From an optimization exercise on the open Yosys and OpenROAD flow, aimed at small area; shortcuts taken in it are not production practice. Only simulation tests tie the RTL to the original design; equivalence was not proved. Power is estimated from default activity; no workload was simulated.

==> flow/config.mk <==
export PLATFORM = sky130hd
export DESIGN_NAME = ccsds_framer
export DESIGN_NICKNAME = ccsds_framer
export VERILOG_FILES = /design/flow/design.v
export SDC_FILE = /design/flow/constraint.sdc
export NUM_CORES = 4
export LEC_CHECK = 0
export CAP_MARGIN = 20
export CORE_MARGIN = 2
export CORE_UTILIZATION = 65
export CTS_BUF_LIST = sky130_fd_sc_hd__clkbuf_8
export PLACE_DENSITY = 0.72
export SLEW_MARGIN = 20
==> flow/constraint.sdc <==
create_clock -name core_clock -period 10.0 [get_ports {clk}]
set_input_delay 2.0000 -clock core_clock [delete_from_list [all_inputs] [get_ports {clk}]]
set_output_delay 2.0000 -clock core_clock [all_outputs]
set_load 0.01 [all_outputs]
==> flow/design.v <==
module ccsds_framer (
    input  wire         clk,
    input  wire         rst,           
    input  wire         rx_valid,
    input  wire [1:0]   rx_kind,       
    input  wire [7:0]   rx_data,
    output wire         rx_ready,
    input  wire         stop_req,
    output wire         tx_valid,
    input  wire         tx_ready,
    input  wire         tx_open,
    output wire         tx_eos,
    output wire [2:0]   tx_version,
    output wire         tx_type,
    output wire         tx_shf,
    output wire [10:0]  tx_apid,
    output wire [1:0]   tx_seqflags,
    output wire [13:0]  tx_seqcnt,
    output wire [15:0]  tx_dlen,
    output wire [31:0]  tx_sh_week,
    output wire [31:0]  tx_sh_ms,
    output wire [5:0]   tx_ud_len,
    output wire [495:0] tx_ud,         
    output wire [15:0]  tx_checksum,
    output wire [2:0]   state,
    output wire [3:0]   err_cause,
    output wire [1:0]   err_phase,
    output wire [16:0]  err_count,
    output wire         done,
    output wire         fault
);
    localparam [2:0] S_HDR    = 3'd0,
                     S_BODY   = 3'd1,
                     S_EMIT   = 3'd2,
                     S_STOP   = 3'd3,
                     S_FAULT  = 3'd4;
    localparam [2:0] C_TRUNC     = 3'd1,
                     C_CHECKSUM  = 3'd3,
                     C_CHCLOSED  = 3'd4,
                     C_UNDERLEN  = 3'd5,
                     C_IOFAIL    = 3'd6,
                     C_TOOLONG   = 3'd7;
    localparam W = 32 + 6 + 62*8 + 16;     
    function [15:0] crc_step;
        input [15:0] s;
        input [7:0]  b;
        integer i;
        reg [15:0] c;
        begin
            c = s ^ {b, 8'h00};
            for (i = 0; i < 8; i = i + 1)
                c = c[15] ? ((c << 1) ^ 16'h1021) : (c << 1);
            crc_step = c;
        end
    endfunction
    reg [2:0]  st;
    reg [5:0]  cnt;                
    reg [15:0] crc;
    reg        stop;
    reg [2:0]  e_cause;
    reg        e_body;             
    reg        nz4;                
    reg [7:0]   r_h0, r_h1, r_h2, r_h3;
    reg [5:0]   r_dlen;
    reg [495:0] r_d;
    reg [15:0]  r_ck;
    reg [W-1:0] f0, f1, f2, f3;
    reg [1:0]   wptr;
    reg [3:0]   rsel;              
    reg [2:0]   count;
    wire closed = (st == S_STOP) || (st == S_FAULT);
    wire r_shf  = r_h0[3];
    wire in_hdr   = (st == S_HDR);
    wire in_body  = (st == S_BODY);
    wire boundary = (cnt == 6'd0);
    assign rx_ready = (in_hdr && !(boundary && stop)) || in_body;
    wire   rx_fire  = rx_valid && rx_ready;
    wire   rx_byte  = rx_fire && (rx_kind == 2'd0);
    wire   pop      = tx_valid && tx_ready;
    wire [15:0] crc_in   = (in_hdr && boundary) ? 16'hFFFF : crc;
    wire [15:0] crc_next = crc_step(crc_in, rx_data);
    wire d_under  = r_shf ? (r_dlen < 6'd9) : (r_dlen == 6'd0);
    wire d_ck_bad = (crc != 16'h0000);
    wire full     = count[2];
    wire push     = (st == S_EMIT) && !d_under && !d_ck_bad && tx_open && !full;
    always @(posedge clk) begin
        if (rst) begin
            st      <= S_HDR;
            cnt     <= 6'd0;
            stop    <= 1'b0;
            e_cause <= 3'd0;
            e_body  <= 1'b0;
        end else begin
            if (stop_req)
                stop <= 1'b1;
            case (st)
            S_HDR: begin
                if (boundary && stop) begin
                    st <= S_STOP;
                end else if (rx_fire) begin
                    if (rx_kind == 2'd0) begin
                        if (cnt != 6'd5) begin
                            cnt <= cnt + 6'd1;
                        end else if (nz4 || rx_data[7:6] != 2'b00) begin
                            st      <= S_FAULT;
                            e_cause <= C_TOOLONG;
                        end else begin
                            cnt <= 6'd0;
                            st  <= S_BODY;
                        end
                    end else if (rx_kind == 2'd1 && boundary) begin
                        st <= S_STOP;
                    end else begin
                        st      <= S_FAULT;
                        e_cause <= (rx_kind == 2'd1) ? C_TRUNC : C_IOFAIL;
                    end
                end
            end
            S_BODY: begin
                if (rx_fire) begin
                    if (rx_kind == 2'd0) begin
                        if (cnt != r_dlen) begin
                            cnt <= cnt + 6'd1;
                        end else begin
                            cnt <= 6'd0;
                            st  <= S_EMIT;
                        end
                    end else begin
                        st      <= S_FAULT;
                        e_cause <= (rx_kind == 2'd1) ? C_TRUNC : C_IOFAIL;
                        e_body  <= 1'b1;
                    end
                end
            end
            S_EMIT: begin
                if (d_under) begin
                    st      <= S_FAULT;
                    e_cause <= C_UNDERLEN;
                end else if (d_ck_bad) begin
                    st      <= S_FAULT;
                    e_cause <= C_CHECKSUM;
                end else if (!tx_open) begin
                    st      <= S_FAULT;
                    e_cause <= C_CHCLOSED;
                end else if (!full) begin
                    st <= stop ? S_STOP : S_HDR;
                end
            end
            default: ;    
            endcase
        end
    end
    always @(posedge clk) begin
        if (rx_byte)
            crc <= crc_next;
    end
    wire hdr_wr  = rx_byte && in_hdr;
    wire body_wr = rx_byte && in_body;
    always @(posedge clk) begin
        if (hdr_wr && cnt == 6'd0) r_h0 <= rx_data;
        if (hdr_wr && cnt == 6'd1) r_h1 <= rx_data;
        if (hdr_wr && cnt == 6'd2) r_h2 <= rx_data;
        if (hdr_wr && cnt == 6'd3) r_h3 <= rx_data;
        if (hdr_wr && cnt == 6'd4) nz4  <= (rx_data != 8'h00);
        if (hdr_wr && cnt == 6'd5) r_dlen <= rx_data[5:0];
        if (body_wr)               r_ck <= {r_ck[7:0], rx_data};
    end
    wire [63:0] dec = 64'd1 << cnt;
    genvar p;
    generate
        for (p = 0; p < 62; p = p + 1) begin : g_rd
            localparam integer PS = (p < 54) ? p + 8 : p - 54;
            wire we = body_wr && (r_shf ? dec[PS] : dec[p]);
            always @(posedge clk)
                if (we) r_d[8*p +: 8] <= rx_data;
        end
    endgenerate
    wire [W-1:0] r_pkt = {r_ck, r_d, r_dlen, r_h3, r_h2, r_h1, r_h0};
    always @(posedge clk) begin
        if (push && wptr == 2'd0) f0 <= r_pkt;
        if (push && wptr == 2'd1) f1 <= r_pkt;
        if (push && wptr == 2'd2) f2 <= r_pkt;
        if (push && wptr == 2'd3) f3 <= r_pkt;
    end
    always @(posedge clk) begin
        if (rst) begin
            wptr  <= 2'd0;
            rsel  <= 4'b0001;
            count <= 3'd0;
        end else begin
            if (push)
                wptr <= wptr + 2'd1;
            if (pop)
                rsel <= {rsel[2:0], rsel[3]};
            count <= count + {2'b00, push} - {2'b00, pop};
        end
    end
    wire [W-1:0] head = ({W{rsel[0]}} & f0) | ({W{rsel[1]}} & f1) |
                        ({W{rsel[2]}} & f2) | ({W{rsel[3]}} & f3);
    wire [7:0]  h0   = head[7:0];
    wire [7:0]  h1   = head[15:8];
    wire [7:0]  h2   = head[23:16];
    wire [7:0]  h3   = head[31:24];
    wire [5:0]  dlen = head[37:32];
    wire [495:0] d   = head[533:38];
    wire [15:0] ck   = head[549:534];
    assign tx_valid    = (count != 3'd0);
    assign tx_eos      = (count == 3'd0) && closed;
    assign tx_version  = h0[7:5];
    assign tx_type     = h0[4];
    assign tx_shf      = h0[3];
    assign tx_apid     = {h0[2:0], h1};
    assign tx_seqflags = h2[7:6];
    assign tx_seqcnt   = {h2[5:0], h3};
    assign tx_dlen     = {10'd0, dlen};
    assign tx_sh_week  = {d[8*54 +: 8], d[8*55 +: 8], d[8*56 +: 8], d[8*57 +: 8]};
    assign tx_sh_ms    = {d[8*58 +: 8], d[8*59 +: 8], d[8*60 +: 8], d[8*61 +: 8]};
    assign tx_ud_len   = dlen - 6'd1 - {h0[3], 3'b000};
    assign tx_ud       = d;
    assign tx_checksum = ck;
    wire is_fault = (st == S_FAULT);
    wire ph_emit  = (e_cause == C_CHECKSUM) || (e_cause == C_CHCLOSED) ||
                    (e_cause == C_UNDERLEN);
    assign state     = st;
    assign err_cause = {1'b0, e_cause};
    assign err_phase = {ph_emit, e_body};
    assign err_count = {11'd0, is_fault ? cnt : 6'd0};
    assign done      = (st == S_STOP);
    assign fault     = is_fault;
endmodule
==> flow/run.sh <==
#!/bin/bash
# synth_recipe.tcl (not shown) runs the flow's synth.tcl, then flattens the netlist and writes it again
# the make line also repeats each setting of config.mk as NAME=value (left out here)
make -C /OpenROAD-flow-scripts/flow DESIGN_CONFIG=/design/flow/config.mk WORK_HOME=/design/flow/orfs CLKGATE_MAP_FILE= SYNTH_SCRIPT=/design/flow/synth_recipe.tcl finish
==> impl_results.md, run 1 <==
- Slew margin rel.: -0.677%
- DRT iter0 DRCs: 6,050
- Final core utilization: 75.8%
- Worst skew pair latency: 1070 ps
- Synth area leaders: edfxtp_1 (85%), a22oi_1 (8.5%), nand2_1 (2.2%), clkbuf_1 (0.88%), buf_4 (0.68%)
- Arr. time, crit path: 4920 ps
- Final Max Slew Viols: 28
- Drt drc: 0
- CP endpoint kind: primary output
- CTS Buffer Depth: 4
- Initial antenna violation count: 11
- Num rows: 142
- Core box area: 150,000 µm²
- CTS buffer count: 422
- EDFF count, synth: 2,767
- Share of post-route cells with drive strength above 1: 9.51%
- Num ports: 677
- Clock transition at path regs: 60 ps
- Final-report hold violation count: 0
- CTS tree: built
- Drt pass-1 iters: 6
- Sw Ratio: 26.0%
- Outcome: failed layout checks
- Synthesized instance count: 5,168
- Final Routed Wirelength: 235,000 µm
- Critical path class: reg2out
- Dpl cell area: 106,000 µm²
- Main synth FF type: edfxtp_1
- Failed Checks: slew limit
- Final ANT Viol Nets: 0
- Largest fanout on the critical path: 168
- Post-CTS Hold Fix Bufs: 0
- Synth Cell Area: 97,800 µm²
- Asr flop ratio synth: 0%
- Dpl ws: 3810 ps
- Post-synth cell types: 61
- Layout Nets: 6,020
- Avg WL per Cell: 28.3 µm
- Total die area: 154,000 µm²
- MaxCap Viol Count: 0
- Comb pwr share: 16.2%
- Fmax achieved: 145 MHz
- WP data required: 8000 ps
- Postcts setup bufs: 0
- First-pass GRT wire length: 335,000 µm
- Pwr per Cell Area: 221 nW/µm²
- Clock network fraction of total power: 32.4%
- Leading area contributor after synthesis: edfxtp_1
- Register area share after synthesis: 85.4%
- Hold WC Path Type: reg2reg
- Setup Viol. Count Final: 0
- Initial core utilization: 65.4%
- RSZ-0062 raised after global routing: no
- Synth top area share: 84.9%
- Die height: 392 µm
- Max rail drop VDD: 0.158 mV
- Worst Clk Skew: 80.3 ps
- Vias in the first global route: 50,328
- Slew @ Worst Pin: 1510 ps
- Final instance area: 113,000 µm²
- Clock sinks: 2,790
- H-tree Lvls: 5
- Vias post-DR: 52,018
- DPL Wire Length: 128,000 µm
- IO Port Bufs: 654
- Internal: 18,600 µW
- Area Overhead vs Synth: 15.9%
- Post-route minimum period: 6920 ps
- Critical path startpoint category: flip-flop
- Setup ws final: 3080 ps
- Final Wtd Congestion: 0.830
- Clk root buf: clkbuf_8
- Total congestion overflow: 0
- Largest net degree at the start of global routing: 186
- Most common library cells after synthesis: edfxtp_1 (2,767), a22oi_1 (1,103), nand2_1 (584)
- Post-Layout Cell Count: 8,312
- Die Wd: 392 µm
- #FFs+latches synth: 2,790
- Count leader, synth: edfxtp_1
- Avg Cell Area, Syn: 18.9 µm²
- Routed vias/inst: 6.26
- Fin crit share: 69.2%
- Setup Total Neg Slack: 0 ps
- GRT Total Usage: 30.3%
- Yosys Warn Count: 1
- Flop pwr share: 51.4%
- Sw power: 6500 µW
- Placed insts: 7,580
- CTS resizes: 0
- Static leakage: 0.0369 µW
[final timing paths]
path              startpoint         end  slack [ps]  depth (start not counted)
setup / recovery     rsel[2]  tx_ud[478]        3080                          5
hold / removal      r_d[216]     f3[254]         460                          0
setup reg to reg       st[0]    r_d[303]        5410                          5
hold reg to reg     r_d[216]     f3[254]         460                          0
[per-layer routing]
layer | vias to the layer above | track usage, % | part of all wire (%)
met2 | 2909 | 46.2 | 48
li1 | 22346 | - | -
met4 | 0 | 10.0 | 3.0
met5 | - | 0 | 0
met1 | 26436 | 44.1 | 39
met3 | 327 | 7.05 | 10
[kinds of logic (layout without fill, tap and decap cells)]
family / count (synthesis) / count (layout) / share of synthesized area [%]
xor+xnor: 45 / 45 / 0.403
buf+inv: 376 / 1474 / 1.79
simple gates: 777 / 777 / 3.22
mux: 6 / 6 / 0.0665
compound gates: 1157 / 1157 / 8.89
other cells: 1 / 31 / 0.00383
flops: 2790 / 2790 / 85.4
fa+ha+maj: 16 / 16 / 0.210
[state kept, by name, indices dropped and copies added, names as in the netlist, 4 cells and up]
signal / cells
rsel: 4
r_ck: 16
cnt: 6
f0: 550
r_h0: 8
f2: 550
f3: 550
r_h3: 8
r_h2: 8
r_d: 496
crc: 16
r_dlen: 6
f1: 550
r_h1: 8
[cells in the final DEF, fill, tap and decap left out, types with 4 or more instances in the layout]
master / instances
or3_1: 6
ha_1: 14
a211oi_1: 4
clkbuf_8: 426
dfxtp_1: 19
clkinv_2: 51
diode_2: 9
o21ai_0: 5
clkdlybuf4s50_1: 646
nand2_1: 584
and3_1: 4
buf_12: 16
conb_1: 22
edfxtp_1: 2767
nor2b_1: 6
a22oi_1: 1103
and2_4: 4
clkinvlp_4: 4
and2_1: 10
xor2_1: 14
xnor2_1: 31
bufinv_16: 5
mux2i_1: 5
o31ai_1: 4
inv_1: 139
nand4_1: 5
a21oi_1: 10
nand3_1: 20
nor2_2: 9
nor2_1: 92
nor4_1: 11
clkinv_1: 123
nor3_1: 7
dfxtp_4: 4
buf_4: 61
[cell type report]
cell class,instances,area [µm²]
Multi-Input combinational cell,2023,12700
Fill cell,8393,36300
Timing Repair Buffer,724,7270
Antenna cell,9,22.5
Clock inverter,296,1330
Tap cell,2016,2520
Inverter,28,105
Sequential cell,2790,83600
Clock buffer,426,5860
[worst max-delay path, cell delays in order, from the launching register on]
cell and delay (ps):
dfxtp_4 920, buf_4 830, buf_12 630, a22oi_1 220
nand2_1 270, clkdlybuf4s50_1 590
[stage by stage]
| step | hold WS, ps | total power [µW] |
|---|---|---|
| after floorplan | 438 | 14900 |
| after global placement | 459 | 17200 |
| after detailed placement | 478 | 17200 |
| after CTS | 455 | 25200 |
| final | 462 | 25100 |
| after global routing | 469 | 25900 |
[power groups by stage]
stage / clock network [µW] / registers [µW] / logic (µW)
finish: 8110 / 12900 / 4070
floorplan: 0 / 13000 / 1870
detailed placement: 0 / 13100 / 4060
CTS: 8230 / 12900 / 4080
global placement: 0 / 13100 / 4040
global route: 8740 / 12900 / 4280
==> inputs of run 2 (changes only) <==
--- a/flow/config.mk
+++ b/flow/config.mk
@@ -7,7 +7,5 @@
 export LEC_CHECK = 0
 export CAP_MARGIN = 20
 export CORE_MARGIN = 2
-export CORE_UTILIZATION = 65
-export CTS_BUF_LIST = sky130_fd_sc_hd__clkbuf_8
-export PLACE_DENSITY = 0.72
+export CORE_UTILIZATION = 40
 export SLEW_MARGIN = 20
==> run 2 against run 1 <==
  * Still fails the layout checks on slew limit
  * Combinational power increased by 3%
  * Synthesized cell count unchanged
  * Non-clock buffer count increased by 35
  * Power increased by 8.8%
  * Core utilization decreased by 28 points
  * First-iteration DRC count decreased by 13%
  * Sequential share of layout area decreased by 2.3 points
  * Via count decreased by 2.2%
  * Routed wire length increased by 9.4%
  * Global-route usage decreased by 10 points
==> impl_results.md, run 2 <==
- Arr. time, crit path: 4330 ps (was 4920 ps)
- Postcts setup bufs: 0 (unchanged)
- Final instance area: 117,000 µm² (was 113,000 µm²)
- Slew @ Worst Pin: 1540 ps (was 1510 ps)
- MaxCap Viol Count: 0 (unchanged)
- Largest fanout on the critical path: 150 (was 168)
- Initial core utilization: 40.2% (was 65.4%)
- Main synth FF type: edfxtp_1 (unchanged)
- Share of post-route cells with drive strength above 1: 9.06% (was 9.51%)
- CTS tree: built (unchanged)
- Synth top area share: 84.9% (unchanged)
- GRT Total Usage: 20.1% (was 30.3%)
- Failed Checks: slew limit (unchanged)
- DRT iter0 DRCs: 5,259 (was 6,050)
- Final-report hold violation count: 0 (unchanged)
- Area Overhead vs Synth: 19.6% (was 15.9%)
- Count leader, synth: edfxtp_1 (unchanged)
- Vias in the first global route: 50,015 (was 50,328)
- Vias post-DR: 50,883 (was 52,018)
- CTS buffer count: 301 (was 422)
- Setup Total Neg Slack: 0 ps (unchanged)
- Buffers & Inverters on Critical Path: 3 (unchanged)
- #FFs+latches synth: 2,790 (unchanged)
- Clock sinks: 2,790 (unchanged)
- Final ANT Viol Nets: 0 (unchanged)
- Worst Clk Skew: 61.9 ps (was 80.3 ps)
- Max rail drop VDD: 0.162 mV (was 0.158 mV)
- Fmax achieved: 158 MHz (was 145 MHz)
- Area occupied by multi-input gates: 12,700 µm² (about the same)
- Post-Layout Cell Count: 9,322 (was 8,312)
- Commonest non-fill, non-tap cells in the layout: edfxtp_1 (2,767), a22oi_1 (1,103), clkdlybuf4s50_1 (646) (unchanged)
- Total die area: 248,000 µm² (was 154,000 µm²)
- Total congestion overflow: 0 (unchanged)
- Hold WC Path Type: reg2reg (unchanged)
- Dpl cell area: 108,000 µm² (was 106,000 µm²)
- Most used cell, CP: buf_12
- Final Wtd Congestion: 0.787 (was 0.830)
- Setup Viol. Count Final: 0 (unchanged)
- Slew margin rel.: -2.80% (was -0.677%)
- Core box area: 243,000 µm² (was 150,000 µm²)
- Register area share after synthesis: 85.4% (unchanged)
- Reg area: 83,600 µm² (unchanged)
- Final Max Slew Viols: 33 (was 28)
- Pwr per Cell Area: 233 nW/µm² (was 221 nW/µm²)
- Placed insts: 8,802 (was 7,580)
- Critical path's slowest cell: dfxtp_4 (unchanged)
- Drt drc: 0 (unchanged)
- Yosys Warn Count: 1 (unchanged)
- Outcome: failed layout checks (unchanged)
- Routed vias/inst: 5.46 (was 6.26)
- Fin crit share: 63.3% (was 69.2%)
- Die height: 498 µm (was 392 µm)
- Asr flop ratio synth: 0% (unchanged)
- EDFF count, synth: 2,767 (unchanged)
- Synth Cell Area: 97,800 µm² (unchanged)
- First-pass GRT wire length: 363,000 µm (was 335,000 µm)
- Synthesized instance count: 5,168 (unchanged)
- Post-route minimum period: 6330 ps (was 6920 ps)
- Cell family with most CP delay: buffers and inverters (unchanged)
- Layout Nets: 5,934 (was 6,020)
- Num rows: 181 (was 142)
- Leading area contributor after synthesis: edfxtp_1 (unchanged)
- Num ports: 677 (unchanged)
- H-tree Lvls: 5 (unchanged)
- Hold WS: 456 ps (was 462 ps)
- Drt pass-1 iters: 5 (was 6)
- Avg WL per Cell: 27.6 µm (was 28.3 µm)
- IO Port Bufs: 654 (unchanged)
- Post-CTS Hold Fix Bufs: 0 (unchanged)
- FILL cells: 20,005 (was 8,393)
- Most common library cells after synthesis: edfxtp_1 (2,767), a22oi_1 (1,103), nand2_1 (584) (unchanged)
- Die Wd: 498 µm (was 392 µm)
- CTS Buffer Depth: 4 (unchanged)
- RSZ-0062 raised after global routing: no (unchanged)
- Synth area leaders: edfxtp_1 (85%), a22oi_1 (8.5%), nand2_1 (2.2%), clkbuf_1 (0.88%), buf_4 (0.68%) (unchanged)
- CP endpoint kind: primary output (unchanged)
- Post-synth cell types: 61 (unchanged)
- Avg Cell Area, Syn: 18.9 µm² (unchanged)
- DPL Wire Length: 142,000 µm (was 128,000 µm)
- Critical path startpoint category: flip-flop (unchanged)
- Clk root buf: clkbuf_16 (was clkbuf_8)
- Static leakage: 0.0373 µW (was 0.0369 µW)
- Max incr delay on CP: 910 ps (was 920 ps)
- Crit-path cells: buf_12, buf_12, a22oi_1, nand2_1, clkdlybuf4s50_1 (was buf_4, buf_12, a22oi_1, nand2_1, clkdlybuf4s50_1)
- Final Routed Wirelength: 257,000 µm (was 235,000 µm)
- CTS resizes: 0 (unchanged)
- Initial antenna violation count: 20 (was 11)
- WP data required: 8000 ps (about the same)
- Most common cell after layout, fill and taps aside: edfxtp_1 (unchanged)
- Clock transition at path regs: 60 ps (about the same)
- Worst skew pair latency: 940 ps (was 1070 ps)
- Largest net degree at the start of global routing: 155 (was 186)
- Critical path class: reg2out (unchanged)
## run 2: changes by cell type in the layout (fill, tap and decap cells not counted), sizes merged
cell	previous run	this run
bufinv	5	16
buf	78	113
clkbuf	426	359
clkinv	174	121
clkinvlp	4	12
diode	9	3
inv	141	37
## run 2: layout make-up
class                           instances  share of cell area, %
Multi-Input combinational cell       2023                   10.8
Inverter                               28                 0.0899
Tap cell                             3202                   3.43
Antenna cell                            3                0.00642
Clock buffer                          359                   6.66
Sequential cell                      2790                   71.4
Clock inverter                        158                   1.01
Timing Repair Buffer                  759                   6.52
## run 2: cells by family (layout without fill, tap and decap cells)
kind of cell    count (synthesis)  after routing  synth area share, %
buf+inv                       376           1304                 1.79
mux                             6              6               0.0665
compound gates               1157           1157                 8.89
simple gates                  777            777                 3.22
fa+ha+maj                      16             16                0.210
flops                        2790           2790                 85.4
other cells                     1             25              0.00383
xor+xnor                       45             45                0.403
## run 2: metrics by stage
step / util (%) / worst slack (ps) / total power [µW]
finish: 48.1 / 3670 / 27300
global route: 48.1 / 3490 / 28200
CTS: 48.1 / 3570 / 27600
detailed placement: 44.4 / 4180 / 17300
global placement: 44.3 / 4190 / 17300
floorplan: - / -5960 / 14900
## run 2: power breakdown
group / internal [µW] / leakage, µW / switching [µW]
clock: 5950 / 0.00440 / 4280
combinational: 1750 / 0.00789 / 2440
sequential: 12800 / 0.0251 / 98.0
## run 2: worst register-to-register path: cells and delay by family (launching register included)
family	cells	cell delay (ps)
AOI/OAI and AO/OA	1	650
buffers and inverters	2	1370
DFF	1	480
and+or+nand+nor	3	1460
## run 2: layer usage
layer  vias up  share of wire, %  GRT usage [%]
li1      22136                 -              -
met2      2098                49           32.7
met4         0               2.0           5.04
met3       297               6.9           3.19
met5         -                 0              0
met1     26352                42           28.2
## run 2: final timing paths
path	start	to	slack, ps	depth (start not counted)
setup / recovery	rsel[3]	tx_ud[471]	3670	5
hold / removal	r_d[163]	f3[201]	460	0
setup reg to reg	crc[14]	f1[515]	5670	6
hold reg to reg	r_d[163]	f3[201]	460	0
==> inputs of run 3 (changes only) <==
==> flow/flow/run.sh (new file) <==
#!/bin/bash
# Standard ORFS layout with three changes:
#  - ports are buffered with the smallest buffer (buf_1)
#  - CTS inserts no dummy loads
set -euo pipefail
cd "$(dirname "$0")/.."
bash standard.sh \
  "BUFFER_PORTS_ARGS=-buffer_cell sky130_fd_sc_hd__buf_1" \
  "CTS_ARGS=-sink_clustering_enable -repair_clock_nets -dont_use_dummy_load -buf_list sky130_fd_sc_hd__clkbuf_8" \
  finish > flow_make.log 2>&1
==> flow/standard.sh (new file) <==
#!/bin/bash
# synth_recipe.tcl (not shown) runs the flow's synth.tcl, then flattens the netlist and writes it again
# the make line also repeats each setting of config.mk as NAME=value (left out here)
make -C /OpenROAD-flow-scripts/flow DESIGN_CONFIG=/design/flow/config.mk WORK_HOME=/design/flow/orfs CLKGATE_MAP_FILE= SYNTH_SCRIPT=/design/flow/synth_recipe.tcl "${@:-finish}"
--- a/flow/config.mk
+++ b/flow/config.mk
@@ -7,5 +7,7 @@
 export LEC_CHECK = 0
 export CAP_MARGIN = 20
 export CORE_MARGIN = 2
-export CORE_UTILIZATION = 40
+export CORE_UTILIZATION = 65
+export CTS_BUF_LIST = sky130_fd_sc_hd__clkbuf_8
+export PLACE_DENSITY = 0.72
 export SLEW_MARGIN = 20
removed: flow/run.sh
==> run 3 against run 2 <==
  * Now clean on timing, DRC and antenna
  * Setup slack better by 17 ps
  * Synthesized cell count is the same
  * Clock power decreased by 28%
  * Sequential cell count is the same
  * Via count rose by 1.2%
  * Register-to-register slack worse by 380 ps
  * Die area is 38% lower
  * Sequential power hardly changed
  * Clock-buffer cell count is 65 higher
==> impl_results.md, run 3 <==
- Outcome: timing/DRC/antenna clean (was failed layout checks)
- EDFF count, synth: 2,767 (unchanged)
- Die Wd: 392 µm (was 498 µm)
- CP endpoint: tx_ud[183] (was tx_ud[471])
- MaxCap Viol Count: 0 (unchanged)
- Synth area leaders: edfxtp_1 (85%), a22oi_1 (8.5%), nand2_1 (2.2%), clkbuf_1 (0.88%), buf_4 (0.68%) (unchanged)
- H-tree Lvls: 5 (unchanged)
- Pwr per Cell Area: 217 nW/µm² (was 233 nW/µm²)
- Layout Nets: 6,035 (was 5,934)
- Dpl cell area: 102,000 µm² (was 108,000 µm²)
- Worst reg2reg endpoint: f2[200] (was f1[515])
- Crit-path cells: buf_4, buf_4, a22oi_1, nand2_1, buf_1 (was buf_12, buf_12, a22oi_1, nand2_1, clkdlybuf4s50_1)
- Hold WC Path Type: reg2reg (unchanged)
- Hold WS: 438 ps (was 456 ps)
- Critical path startpoint category: flip-flop (unchanged)
- Max incr delay on CP: 890 ps (was 910 ps)
- Total congestion overflow: 0 (unchanged)
- Post-CTS Hold Fix Bufs: 0 (unchanged)
- Asr flop ratio synth: 0% (unchanged)
- Final Routed Wirelength: 230,000 µm (was 257,000 µm)
- RSZ-0062 raised after global routing: no (unchanged)
- WP data required: 8000 ps (about the same)
- Fmax achieved: 158 MHz (about the same)
- Post-route minimum period: 6310 ps (was 6330 ps)
- Die height: 392 µm (was 498 µm)
- IO Port Bufs: 654 (unchanged)
- GRT Total Usage: 29.6% (was 20.1%)
- Final core utilization: 72.2% (was 48.1%)
- Avg Cell Area, Syn: 18.9 µm² (unchanged)
- Most common library cells after synthesis: edfxtp_1 (2,767), a22oi_1 (1,103), nand2_1 (584) (unchanged)
- Final Max Slew Viols: 0 (was 33)
- Tot Pwr: 23,400 µW (was 27,300 µW)
- Most used cell, CP: buf_4 (was buf_12)
- Worst skew pair latency: 1040 ps (was 940 ps)
- Register area share after synthesis: 85.4% (unchanged)
- Max rail drop VDD: 0.167 mV (was 0.162 mV)
- Largest net degree at the start of global routing: 172 (was 155)
- FF-to-FF setup slack: 5290 ps (was 5670 ps)
- Clock transition at path regs: 60 ps (about the same)
- R2R Path Start: crc[14] (unchanged)
- Core box area: 150,000 µm² (was 243,000 µm²)
- Clock sinks: 2,790 (unchanged)
- Postcts setup bufs: 0 (unchanged)
- Number of cells on the worst reg-to-reg path: 6 (unchanged)
- Share of post-route cells with drive strength above 1: 9.11% (was 9.06%)
- Synth top area share: 84.9% (unchanged)
- Initial antenna violation count: 13 (was 20)
- Final Wtd Congestion: 0.831 (was 0.787)
- Total die area: 154,000 µm² (was 248,000 µm²)
- Final-report hold violation count: 0 (unchanged)
- CTS resizes: 0 (unchanged)
- Synthesized instance count: 5,168 (unchanged)
- Main synth FF type: edfxtp_1 (unchanged)
- Avg WL per Cell: 28.7 µm (was 27.6 µm)
- Arr. time, crit path: 4310 ps (was 4330 ps)
- Setup Viol. Count Final: 0 (unchanged)
- Drt pass-1 iters: 5 (unchanged)
- CP endpoint kind: primary output (unchanged)
- Vias in the first global route: 49,420 (was 50,015)
- DPL Wire Length: 127,000 µm (was 142,000 µm)
- Post-synth cell types: 61 (unchanged)
- Crit path from: rsel[0] (was rsel[3])
- Vias post-DR: 51,517 (was 50,883)
- Critical path's slowest cell: buf_4 (was dfxtp_4)
- Initial core utilization: 65.4% (was 40.2%)
- CTS buffer count: 424 (was 301)
- Slew margin rel.: 7.47% (was -2.80%)
- Most common cell after layout, fill and taps aside: edfxtp_1 (unchanged)
- Critical path class: reg2out (unchanged)
- Worst Clk Skew: 81.3 ps (was 61.9 ps)
- Drt drc: 0 (unchanged)
- Largest fanout on the critical path: 77 (was 150)
- CTS tree: built (unchanged)
- Slew @ Worst Pin: 1390 ps (was 1540 ps)
- Final ANT Viol Nets: 0 (unchanged)
- #FFs+latches synth: 2,790 (unchanged)
- Commonest non-fill, non-tap cells in the layout: edfxtp_1 (2,767), a22oi_1 (1,103), buf_1 (646) (was edfxtp_1 (2,767), a22oi_1 (1,103), clkdlybuf4s50_1 (646))
- Static leakage: 0.0341 µW (was 0.0373 µW)
- Num ports: 677 (unchanged)
- Clk root buf: clkbuf_8 (was clkbuf_16)
- Yosys Warn Count: 1 (unchanged)
- Fin crit share: 63.1% (was 63.3%)
- First-pass GRT wire length: 326,000 µm (was 363,000 µm)
- Final instance area: 108,000 µm² (was 117,000 µm²)
- CTS Buffer Depth: 4 (unchanged)
- Num rows: 142 (was 181)
- DRT iter0 DRCs: 5,997 (was 5,259)
- Leading area contributor after synthesis: edfxtp_1 (unchanged)
- Count leader, synth: edfxtp_1 (unchanged)
- Area Overhead vs Synth: 10.4% (was 19.6%)
- Synth Cell Area: 97,800 µm² (unchanged)
- Routed vias/inst: 6.42 (was 5.46)
## run 3: cell types whose count changed in the layout (fill, tap and decap cells not counted), moves of 16 or more
cell / change
buf_1: +646
clkdlybuf4s50_1: -646
clkbuf_8: +424
clkbuf_16: -303
clkinv_1: -63
clkbuf_1: -56
clkinv_2: -56
buf_4: -16
bufinv_16: -16
## run 3: logic make-up after synthesis
logic type | count (synthesis) | share of synthesized area, %
flip-flops | 2790 | 85.4
XOR/XNOR | 45 | 0.403
other | 1 | 0.00383
buffers and inverters | 376 | 1.79
multiplexers | 6 | 0.0665
AND/OR/NAND/NOR | 777 | 3.22
adder cells (fa/ha/maj) | 16 | 0.210
AO/OA/AOI/OAI | 1157 | 8.89
## run 3: worst min-delay path by stage
stage / start / end / slack, ps / depth (start not counted)
2_1_floorplan: e_body / e_body / 440 / 2
3_3_place_gp: e_body / e_body / 460 / 2
3_5_place_dp: e_body / e_body / 480 / 2
4_1_cts: r_d[171] / f2[209] / 430 / 0
5_1_grt: r_d[169] / f2[207] / 450 / 0
6_report: r_d[171] / f2[209] / 440 / 0
## run 3: through the flow
stage / TNS (ps) / std cells / worst slack (ps)
2_1_floorplan: -3277920 / 5189 / -5960
3_3_place_gp: 0 / 7593 / 4400
3_5_place_dp: 0 / 7594 / 4200
4_1_cts: 0 / 8018 / 3580
5_1_grt: 0 / 8022 / 3460
6_report: 0 / 8023 / 3690
## run 3: metal layers
metal | up-vias | track usage (%) | share of wire [%]
met5 | - | 0 | 0.011
met4 | 4 | 10.3 | 3.0
met3 | 329 | 7.20 | 10
met2 | 2926 | 45.5 | 48
met1 | 26214 | 42.1 | 39
li1 | 22044 | - | -
## run 3: critical path, delay by kind of cell (launching register included)
kind            cells  cell delay [ps]
flops               1              850
compound gates      1              240
simple gates        1              200
buf+inv             3             1880
## run 3: cell type report
| class | count | area [µm²] |
|---|---|---|
| antenna | 5 | 12.5 |
| clock buffer | 424 | 5840 |
| fill | 8958 | 41600 |
| inverter | 28 | 105 |
| multi-input combinational | 2023 | 12700 |
| sequential | 2790 | 83600 |
| tap | 2016 | 2520 |
| timing repair buffer | 737 | 3260 |
## run 3: where the power goes
part	total, µW	internal, µW	switching (µW)
logic	3130	855	2270
registers	12900	12800	134
clock network	7370	3720	3650
==> inputs of run 4 (changes only) <==
--- a/flow/design.v
+++ b/flow/design.v
@@ -59,14 +59,13 @@
     reg        stop;
     reg [2:0]  e_cause;
     reg        e_body;             
-    reg        nz4;                
+    reg        flag;               
     reg [7:0]   r_h0, r_h1, r_h2, r_h3;
     reg [5:0]   r_dlen;
     reg [495:0] r_d;
-    reg [15:0]  r_ck;
     reg [W-1:0] f0, f1, f2, f3;
     reg [1:0]   wptr;
-    reg [3:0]   rsel;              
+    reg [3:0]   nsel;              
     reg [2:0]   count;
     wire closed = (st == S_STOP) || (st == S_FAULT);
     wire r_shf  = r_h0[3];
@@ -80,7 +79,7 @@
     wire [15:0] crc_in   = (in_hdr && boundary) ? 16'hFFFF : crc;
     wire [15:0] crc_next = crc_step(crc_in, rx_data);
     wire d_under  = r_shf ? (r_dlen < 6'd9) : (r_dlen == 6'd0);
-    wire d_ck_bad = (crc != 16'h0000);
+    wire d_ck_bad = !flag;
     wire full     = count[2];
     wire push     = (st == S_EMIT) && !d_under && !d_ck_bad && tx_open && !full;
     always @(posedge clk) begin
@@ -101,7 +100,7 @@
                     if (rx_kind == 2'd0) begin
                         if (cnt != 6'd5) begin
                             cnt <= cnt + 6'd1;
-                        end else if (nz4 || rx_data[7:6] != 2'b00) begin
+                        end else if (flag || rx_data[7:6] != 2'b00) begin
                             st      <= S_FAULT;
                             e_cause <= C_TOOLONG;
                         end else begin
@@ -150,32 +149,41 @@
             endcase
         end
     end
-    always @(posedge clk) begin
-        if (rx_byte)
+    wire ck_hi = in_body && (cnt == r_dlen - 6'd1);
+    wire ck_lo = in_body && (cnt == r_dlen);
+    always @(posedge clk) begin
+        if (rx_byte && !ck_hi && !ck_lo)
             crc <= crc_next;
     end
     wire hdr_wr  = rx_byte && in_hdr;
     wire body_wr = rx_byte && in_body;
-    always @(posedge clk) begin
-        if (hdr_wr && cnt == 6'd0) r_h0 <= rx_data;
-        if (hdr_wr && cnt == 6'd1) r_h1 <= rx_data;
-        if (hdr_wr && cnt == 6'd2) r_h2 <= rx_data;
-        if (hdr_wr && cnt == 6'd3) r_h3 <= rx_data;
-        if (hdr_wr && cnt == 6'd4) nz4  <= (rx_data != 8'h00);
-        if (hdr_wr && cnt == 6'd5) r_dlen <= rx_data[5:0];
-        if (body_wr)               r_ck <= {r_ck[7:0], rx_data};
-    end
-    wire [63:0] dec = 64'd1 << cnt;
+    wire [7:0] dlo = 8'd1 << cnt[2:0];
+    wire [7:0] dhi = 8'd1 << cnt[5:3];
+    wire [7:0] wlo = dlo & {8{body_wr}};
+    wire [7:0] hlo = dlo & {8{hdr_wr && dhi[0]}};
+    always @(posedge clk) begin
+        if (hlo[0]) r_h0 <= rx_data;
+        if (hlo[1]) r_h1 <= rx_data;
+        if (hlo[2]) r_h2 <= rx_data;
+        if (hlo[3]) r_h3 <= rx_data;
+        if (hlo[4])
+            flag <= (rx_data != 8'h00);
+        else if (rx_byte && ck_hi)
+            flag <= (rx_data == crc[15:8]);
+        else if (rx_byte && ck_lo)
+            flag <= flag && (rx_data == crc[7:0]);
+        if (hlo[5]) r_dlen <= rx_data[5:0];
+    end
     genvar p;
     generate
         for (p = 0; p < 62; p = p + 1) begin : g_rd
-            localparam integer PS = (p < 54) ? p + 8 : p - 54;
-            wire we = body_wr && (r_shf ? dec[PS] : dec[p]);
+            localparam integer HS = (p < 54) ? (p / 8) + 1 : 0;
+            wire we = wlo[p % 8] && (r_shf ? dhi[HS] : dhi[p / 8]);
             always @(posedge clk)
                 if (we) r_d[8*p +: 8] <= rx_data;
         end
     endgenerate
-    wire [W-1:0] r_pkt = {r_ck, r_d, r_dlen, r_h3, r_h2, r_h1, r_h0};
+    wire [W-1:0] r_pkt = {crc, r_d, r_dlen, r_h3, r_h2, r_h1, r_h0};
     always @(posedge clk) begin
         if (push && wptr == 2'd0) f0 <= r_pkt;
         if (push && wptr == 2'd1) f1 <= r_pkt;
@@ -185,18 +193,18 @@
     always @(posedge clk) begin
         if (rst) begin
             wptr  <= 2'd0;
-            rsel  <= 4'b0001;
+            nsel  <= 4'b1110;
             count <= 3'd0;
         end else begin
             if (push)
                 wptr <= wptr + 2'd1;
             if (pop)
-                rsel <= {rsel[2:0], rsel[3]};
+                nsel <= {nsel[2:0], nsel[3]};
             count <= count + {2'b00, push} - {2'b00, pop};
         end
     end
-    wire [W-1:0] head = ({W{rsel[0]}} & f0) | ({W{rsel[1]}} & f1) |
-                        ({W{rsel[2]}} & f2) | ({W{rsel[3]}} & f3);
+    wire [W-1:0] head = ({W{nsel[0]}} | f0) & ({W{nsel[1]}} | f1) &
+                        ({W{nsel[2]}} | f2) & ({W{nsel[3]}} | f3);
     wire [7:0]  h0   = head[7:0];
     wire [7:0]  h1   = head[15:8];
     wire [7:0]  h2   = head[23:16];
@@ -213,8 +221,8 @@
     assign tx_seqflags = h2[7:6];
     assign tx_seqcnt   = {h2[5:0], h3};
     assign tx_dlen     = {10'd0, dlen};
-    assign tx_sh_week  = {d[8*54 +: 8], d[8*55 +: 8], d[8*56 +: 8], d[8*57 +: 8]};
-    assign tx_sh_ms    = {d[8*58 +: 8], d[8*59 +: 8], d[8*60 +: 8], d[8*61 +: 8]};
+    assign tx_sh_week  = {d[8*56 +: 8], d[8*57 +: 8], d[8*58 +: 8], d[8*59 +: 8]};
+    assign tx_sh_ms    = {d[8*60 +: 8], d[8*61 +: 8], d[8*54 +: 8], d[8*55 +: 8]};
     assign tx_ud_len   = dlen - 6'd1 - {h0[3], 3'b000};
     assign tx_ud       = d;
     assign tx_checksum = ck;
==> flow/flow/run.sh (replaced) <==
#!/bin/bash
# Standard ORFS layout (the standard.sh) with two changes:
#  - ports are buffered with the smallest buffer (buf_1)
#  - CTS: clkbuf_16 root, clkbuf_8 elsewhere, sink clusters of up to 20
#    within 60 um, and no dummy loads
# make's full output goes to flow_make.log; ORFS keeps each tool's log under orfs/logs.
set -euo pipefail
cd "$(dirname "$0")/.."
bash standard.sh \
  "BUFFER_PORTS_ARGS=-buffer_cell sky130_fd_sc_hd__buf_1" \
  "CTS_ARGS=-sink_clustering_enable -repair_clock_nets -dont_use_dummy_load -buf_list {sky130_fd_sc_hd__clkbuf_8} -root_buf sky130_fd_sc_hd__clkbuf_16 -sink_clustering_size 20 -sink_clustering_max_diameter 60" \
  finish > flow_make.log 2>&1
--- a/flow/config.mk
+++ b/flow/config.mk
@@ -8,6 +8,5 @@
 export CAP_MARGIN = 20
 export CORE_MARGIN = 2
 export CORE_UTILIZATION = 65
-export CTS_BUF_LIST = sky130_fd_sc_hd__clkbuf_8
 export PLACE_DENSITY = 0.72
 export SLEW_MARGIN = 20
==> run 4 against run 3 <==
  * Sequential cell count down 16
  * Critical path depth did not move
  * Design area decreased by 5.1%
  * Area after synthesis is 1.8% lower
  * Sequential power about the same
  * Setup slack better by 15 ps
  * Routed wire length is 1.8% lower
  * Clock-buffer cell count shrank 258
  * Largest cell class unchanged
==> impl_results.md, run 4 <==
- CTS resizes: 0 (unchanged)
- DPL Wire Length: 126,000 µm (was 127,000 µm)
- Most common cell after layout, fill and taps aside: edfxtp_1 (unchanged)
- Slew @ Worst Pin: 1190 ps (was 1390 ps)
- Final Max Slew Viols: 0 (unchanged)
- GRT Total Usage: 29.4% (was 29.6%)
- IO Port Bufs: 654 (unchanged)
- Max incr delay on CP: 970 ps (was 890 ps)
- Initial antenna violation count: 6 (was 13)
- Final-report hold violation count: 0 (unchanged)
- Slew margin rel.: 20.6% (was 7.47%)
- Final instance area: 102,000 µm² (was 108,000 µm²)
- Dpl cell area: 100,000 µm² (was 102,000 µm²)
- Setup Viol. Count Final: 0 (unchanged)
- Postcts setup bufs: 0 (unchanged)
- WP data required: 8000 ps (about the same)
- Clk root buf: clkbuf_16 (was clkbuf_8)
- First-pass GRT wire length: 320,000 µm (was 326,000 µm)
- Total congestion overflow: 0 (unchanged)
- Die height: 388 µm (was 392 µm)
- Critical path's slowest cell: buf_4 (unchanged)
- Post-synth cell types: 61 (unchanged)
- Hold WC Path Type: reg2reg (unchanged)
- MaxCap Viol Count: 0 (unchanged)
- Critical path class: reg2out (unchanged)
- Area Overhead vs Synth: 6.71% (was 10.4%)
- Asr flop ratio synth: 0% (unchanged)
- Commonest non-fill, non-tap cells in the layout: edfxtp_1 (2,751), o22ai_1 (1,099), nor2_1 (650) (was edfxtp_1 (2,767), a22oi_1 (1,103), buf_1 (646))
- DRT iter0 DRCs: 6,338 (was 5,997)
- Most common library cells after synthesis: edfxtp_1 (2,751), o22ai_1 (1,099), nor2_1 (652) (was edfxtp_1 (2,767), a22oi_1 (1,103), nand2_1 (584))
- Max rail drop VDD: 0.182 mV (was 0.167 mV)
- Routed vias/inst: 6.53 (was 6.42)
- Drt pass-1 iters: 6 (was 5)
- CTS buffer count: 166 (was 424)
- CP endpoint kind: primary output (unchanged)
- Clock sinks: 2,774 (was 2,790)
- Static leakage: 0.0307 µW (was 0.0341 µW)
- Final Wtd Congestion: 0.800 (was 0.831)
- Vias post-DR: 50,004 (was 51,517)
- Hold WS: 459 ps (was 438 ps)
- Clock transition at path regs: 110 ps (was 60 ps)
- Num rows: 141 (was 142)
- Largest net degree at the start of global routing: 166 (was 172)
- CTS tree: built (unchanged)
- Placed insts: 7,492 (was 7,594)
- Num ports: 677 (unchanged)
- #FFs+latches synth: 2,774 (was 2,790)
- H-tree Lvls: 4 (was 5)
- Avg WL per Cell: 29.5 µm (was 28.7 µm)
- Synth area leaders: edfxtp_1 (86%), o22ai_1 (7.2%), nor2_1 (2.5%), clkbuf_1 (0.90%), buf_4 (0.69%) (was edfxtp_1 (85%), a22oi_1 (8.5%), nand2_1 (2.2%), clkbuf_1 (0.88%), buf_4 (0.68%))
- EDFF count, synth: 2,751 (was 2,767)
- Largest fanout on the critical path: 147 (was 77)
- Arr. time, crit path: 4300 ps (was 4310 ps)
- Vias in the first global route: 47,187 (was 49,420)
- Synthesized instance count: 5,160 (was 5,168)
- Post-route minimum period: 6300 ps (was 6310 ps)
- Main synth FF type: edfxtp_1 (unchanged)
- Worst Clk Skew: 73.9 ps (was 81.3 ps)
- Outcome: timing/DRC/antenna clean (unchanged)
- Synth top area share: 86.0% (was 84.9%)
- Total die area: 151,000 µm² (was 154,000 µm²)
- Count leader, synth: edfxtp_1 (unchanged)
- Critical path startpoint category: flip-flop (unchanged)
- Hold Startpoint: r_d[51] (was r_d[171])
- Crit-path cells: buf_12, buf_4, o22ai_1, nor2_1, buf_1 (was buf_4, buf_4, a22oi_1, nand2_1, buf_1)
- Leading area contributor after synthesis: edfxtp_1 (unchanged)
- Layout Nets: 5,762 (was 6,035)
- Avg Cell Area, Syn: 18.6 µm² (was 18.9 µm²)
- Buffers & Inverters on Critical Path: 3 (unchanged)
- Pwr per Cell Area: 221 nW/µm² (was 217 nW/µm²)
- Post-Layout Cell Count: 7,662 (was 8,023)
- RSZ-0062 raised after global routing: no (unchanged)
- Fmax achieved: 159 MHz (was 158 MHz)
- Yosys Warn Count: 1 (unchanged)
- Share of post-route cells with drive strength above 1: 4.82% (was 9.11%)
- Final Routed Wirelength: 226,000 µm (was 230,000 µm)
- Register area share after synthesis: 86.5% (was 85.4%)
- Fin crit share: 63.0% (was 63.1%)
- Drt drc: 0 (unchanged)
- Final ANT Viol Nets: 0 (unchanged)
- CTS Buffer Depth: 3 (was 4)
- Dpl ws: 4470 ps (was 4200 ps)
- Worst skew pair latency: 780 ps (was 1040 ps)
- Die Wd: 388 µm (was 392 µm)
- Setup ws final: 3700 ps (was 3690 ps)
- Synth Cell Area: 96,000 µm² (was 97,800 µm²)
- Crit path from: nsel[2] (was rsel[0])
- Post-CTS Hold Fix Bufs: 0 (unchanged)
- Cell family with most CP delay: buffers and inverters (unchanged)
- Initial core utilization: 65.3% (was 65.4%)
- Core box area: 147,000 µm² (was 150,000 µm²)
- R2R Path Start: r_dlen[0] (was crc[14])
run 4: routing by layer:
metal / vias to the layer above / global-route usage [%] / wire, µm
met5: - / 0 / 16
met4: 2 / 9.67 / 7070
met3: 318 / 4.93 / 21200
met2: 2692 / 46.8 / 111000
met1: 25571 / 42.4 / 87100
li1: 21421 / - / -
run 4: logic make-up after synthesis:
| family | after synthesis | share of synthesized area [%] |
|---|---|---|
| buffers and inverters | 378 | 1.83 |
| AO/OA/AOI/OAI | 1156 | 7.57 |
| multiplexers | 5 | 0.0573 |
| adder cells (fa/ha/maj) | 17 | 0.227 |
| AND/OR/NAND/NOR | 764 | 3.21 |
| other | 1 | 0.00390 |
| XOR/XNOR | 65 | 0.593 |
| flip-flops | 2774 | 86.5 |
run 4: final cells by class:
cell class              count  area [µm²]
flip-flops and latches   2774       83100
fillers                  9284       44700
multi-input cells        2029       11300
repair buffers            734        3270
well taps                1930        2410
clock buffers             166        2300
inverters                  25        93.8
diodes                      4        10.0
run 4: power by group:
| part | internal (µW) | total (µW) | leakage, µW | switching [µW] |
|---|---|---|---|---|
| clock | 1510 | 4620 | 0.00120 | 3110 |
| combinational | 1410 | 4990 | 0.00459 | 3580 |
| sequential | 12800 | 13000 | 0.0249 | 209 |
| total | 15700 | 22600 | 0.0307 | 6900 |
run 4: worst paths after layout:
kind | end | slack, ps | cells after the start
setup reg to reg | f3[462] | 5280 | 8
hold / removal | f0[89] | 460 | 0
hold reg to reg | f0[89] | 460 | 0
setup / recovery | tx_ud[119] | 3700 | 5
run 4: stage by stage:
stage / power [µW] / setup TNS [ps] / util (%)
floorplan: 16200 / -3266300 / -
global placement: 18300 / 0 / 68.1
detailed placement: 18300 / 0 / 68.1
CTS: 22700 / 0 / 69.6
global route: 23400 / 0 / 69.6
finish: 22600 / 0 / 69.7
run 4: worst register-to-register path: cells and delay by family (launching register included):
kind	cells	cell delay (ps)
flops	1	550
buf+inv	3	1660
simple gates	3	1570
compound gates	1	280
fa+ha+maj	1	210
==> inputs of run 5 (changes only) <==
==> flow/flow/run.sh (replaced) <==
#!/bin/bash
# Standard ORFS layout (the standard.sh) with two changes:
#  - ports are buffered with the smallest buffer (buf_1)
#  - CTS uses clkbuf_8 and inserts no dummy loads
# make's full output goes to flow_make.log; ORFS keeps each tool's log under orfs/logs.
set -euo pipefail
cd "$(dirname "$0")/.."
bash standard.sh \
  "BUFFER_PORTS_ARGS=-buffer_cell sky130_fd_sc_hd__buf_1" \
  "CTS_ARGS=-sink_clustering_enable -repair_clock_nets -dont_use_dummy_load -buf_list {sky130_fd_sc_hd__clkbuf_8}" \
  finish > flow_make.log 2>&1
==> run 5 against run 4 <==
  * Area after synthesis unchanged
  * Worst hold slack got worse by 33 ps
  * First-iteration DRC count shrank 4.6%
  * Combinational power about the same
  * Setup slack worse by 220 ps
==> impl_results.md, run 5 <==
- Outcome: timing/DRC/antenna clean (unchanged)
- WP data required: 8000 ps (about the same)
- Postcts setup bufs: 0 (unchanged)
- Vias in the first global route: 49,399 (was 47,187)
- EDFF count, synth: 2,751 (unchanged)
- Critical path class: reg2out (unchanged)
- Drt pass-1 iters: 6 (unchanged)
- Critical path's slowest cell: buf_4 (unchanged)
- Worst Clk Skew: 99.0 ps (was 73.9 ps)
- Num ports: 677 (unchanged)
- Dpl ws: 4470 ps (unchanged)
- Reg area: 83,100 µm² (unchanged)
- Arr. time, crit path: 4520 ps (was 4300 ps)
- Crit-path cells: buf_12, buf_4, o22ai_1, nor2_1, buf_1 (unchanged)
- Yosys Warn Count: 1 (unchanged)
- Die Wd: 388 µm (unchanged)
- #FFs+latches synth: 2,774 (unchanged)
- Main synth FF type: edfxtp_1 (unchanged)
- Pwr per Cell Area: 240 nW/µm² (was 221 nW/µm²)
- RSZ-0062 raised after global routing: no (unchanged)
- Clk root buf: clkbuf_8 (was clkbuf_16)
- Register area share after synthesis: 86.5% (unchanged)
- Post-route minimum period: 6520 ps (was 6300 ps)
- Critical path startpoint category: flip-flop (unchanged)
- Die height: 388 µm (unchanged)
- Asr flop ratio synth: 0% (unchanged)
- CTS Buffer Depth: 4 (was 3)
- Total die area: 151,000 µm² (unchanged)
- Hold WS: 425 ps (was 459 ps)
- Area Overhead vs Synth: 10.4% (was 6.71%)
- Final Max Slew Viols: 0 (unchanged)
- Post-synth cell types: 61 (unchanged)
- Final core utilization: 72.1% (was 69.7%)
- Avg Cell Area, Syn: 18.6 µm² (unchanged)
- Initial core utilization: 65.3% (unchanged)
- Worst skew pair latency: 1040 ps (was 780 ps)
- Max incr delay on CP: 980 ps (was 970 ps)
- Final Wtd Congestion: 0.800 (unchanged)
- Largest fanout on the critical path: 147 (unchanged)
- H-tree Lvls: 5 (was 4)
- Total congestion overflow: 0 (unchanged)
- Static leakage: 0.0325 µW (was 0.0307 µW)
- Avg WL per Cell: 29.0 µm (was 29.5 µm)
- CTS tree: built (unchanged)
- Synthesized instance count: 5,160 (unchanged)
- Most common cell after layout, fill and taps aside: edfxtp_1 (unchanged)
- Hold WC Path Type: reg2reg (unchanged)
- Share of post-route cells with drive strength above 1: 8.91% (was 4.82%)
- Synth Cell Area: 96,000 µm² (unchanged)
- Tot Pwr: 25,400 µW (was 22,600 µW)
- Fmax achieved: 153 MHz (was 159 MHz)
- Final-report hold violation count: 0 (unchanged)
- Synth area leaders: edfxtp_1 (86%), o22ai_1 (7.2%), nor2_1 (2.5%), clkbuf_1 (0.90%), buf_4 (0.69%) (unchanged)
- MaxCap Viol Count: 0 (unchanged)
- DPL Wire Length: 126,000 µm (unchanged)
- First-pass GRT wire length: 327,000 µm (was 320,000 µm)
- Most common library cells after synthesis: edfxtp_1 (2,751), o22ai_1 (1,099), nor2_1 (652) (unchanged)
- Setup ws final: 3480 ps (was 3700 ps)
- Vias post-DR: 51,321 (was 50,004)
- Count leader, synth: edfxtp_1 (unchanged)
- CTS resizes: 0 (unchanged)
- GRT Total Usage: 30.0% (was 29.4%)
- Synth top area share: 86.0% (unchanged)
- Clock transition at path regs: 60 ps (was 110 ps)
- Largest net degree at the start of global routing: 166 (unchanged)
- Post-CTS Hold Fix Bufs: 0 (unchanged)
- Layout Nets: 6,019 (was 5,762)
- Num rows: 141 (unchanged)
- Drt drc: 0 (unchanged)
- CP endpoint kind: primary output (unchanged)
- Clock sinks: 2,774 (unchanged)
- Routed vias/inst: 6.48 (was 6.53)
- Area occupied by multi-input gates: 11,300 µm² (unchanged)
- DRT iter0 DRCs: 6,049 (was 6,338)
- Core box area: 147,000 µm² (unchanged)
- Setup Viol. Count Final: 0 (unchanged)
- Leading area contributor after synthesis: edfxtp_1 (unchanged)
- Slew margin rel.: 20.1% (was 20.6%)
- Setup Total Neg Slack: 0 ps (unchanged)
- Commonest non-fill, non-tap cells in the layout: edfxtp_1 (2,751), o22ai_1 (1,099), nor2_1 (650) (unchanged)
- Fin crit share: 65.2% (was 63.0%)
- Initial antenna violation count: 9 (was 6)
- CTS buffer count: 422 (was 166)
- Max rail drop VDD: 0.187 mV (was 0.182 mV)
- IO Port Bufs: 654 (unchanged)
- Slew @ Worst Pin: 1190 ps (about the same)
- FILL cells: 8,880 (was 9,284)
- Final ANT Viol Nets: 0 (unchanged)
- Final Routed Wirelength: 230,000 µm (was 226,000 µm)
-- run 5: cells by family (layout without fill, tap and decap cells) --
group | Yosys count | count (layout) | synth area share [%]
AND/OR/NAND/NOR | 764 | 764 | 3.21
XOR/XNOR | 65 | 65 | 0.593
adder cells (fa/ha/maj) | 17 | 17 | 0.227
other | 1 | 31 | 0.00390
flip-flops | 2774 | 2774 | 86.5
multiplexers | 5 | 5 | 0.0573
buffers and inverters | 378 | 1182 | 1.83
AO/OA/AOI/OAI | 1156 | 1156 | 7.57
-- run 5: per-layer routing --
metal / part of all wire [%] / global-route usage, %
met5: 0.0052 / 0
met2: 49 / 46.9
met4: 3.2 / 10.7
met3: 10 / 6.52
met1: 38 / 42.6
-- run 5: per-stage QoR --
| stage | instances | cell area [µm²] |
|---|---|---|
| 5_1_grt | 7920 | 106000 |
| 6_report | 7924 | 106000 |
| 4_1_cts | 7914 | 106000 |
| 2_1_floorplan | 5181 | 96100 |
| 3_5_place_dp | 7492 | 100000 |
| 3_3_place_gp | 7492 | 100000 |
-- run 5: path summary, 6_finish.rpt --
check	from	end	cells past startpoint	slack, ps
worst max register to register	r_dlen[0]	f3[217]	8	5350
worst max-delay path	nsel[2]	tx_ud[119]	5	3480
worst min-delay path	r_d[66]	f2[104]	0	430
worst min register to register	r_d[66]	f2[104]	0	430
-- run 5: where the power goes --
part | internal [µW] | switching [µW]
logic | 1410 | 3590
clock network | 3700 | 3640
registers | 12900 | 213
-- run 5: cell type report --
cell class                 count  area share, %
inverter                      25         0.0885
antenna                        9         0.0212
clock buffer                 422           5.48
tap                         1930           2.28
multi-input combinational   2029           10.7
sequential                  2774           78.4
timing repair buffer         735           3.09
-- run 5: critical path, delay by kind of cell (launching register included) --
kind	cells	cell delay (ps)
and+or+nand+nor	1	350
DFF	1	880
buffers and inverters	3	1820
AOI/OAI and AO/OA	1	210

## re-timing with driven ports
In the flow no input, the clock included, has a driving cell. The finished layouts below were timed again as built, in two steps. Step 1, drivers: a clkbuf_16 drives clk and a buf_2 each remaining input, both assumed. Step 2 times the ports against the registers' clock, not the clock port: input delays grow and output delays shrink by t, the midpoint of the rising clock arrivals with the driver on. a / b / c = ideal ports / drivers / drivers and shift; a / b = the first two.
run	t (ns)	slack for setup (ns)	hold WS [ns]	latest minus earliest clock arrival (ns)	worst slew at a driven data input, ns
run 1	1.115	3.085 / 3.003 / 3.750	0.462 / 0.462 / 0.462	0.084 / 0.084	0.15
run 2	0.991	3.672 / 3.587 / 4.194	0.456 / 0.456 / 0.456	0.071 / 0.072	0.21
run 3	1.080	3.690 / 3.606 / 4.081	0.438 / 0.438 / 0.438	0.096 / 0.096	0.12
run 4	0.840	3.704 / 3.618 / 4.342	0.459 / 0.459 / 0.459	0.093 / 0.093	0.11
run 5	1.086	3.483 / 3.395 / 4.338	0.425 / 0.425 / 0.425	0.110 / 0.110	0.10
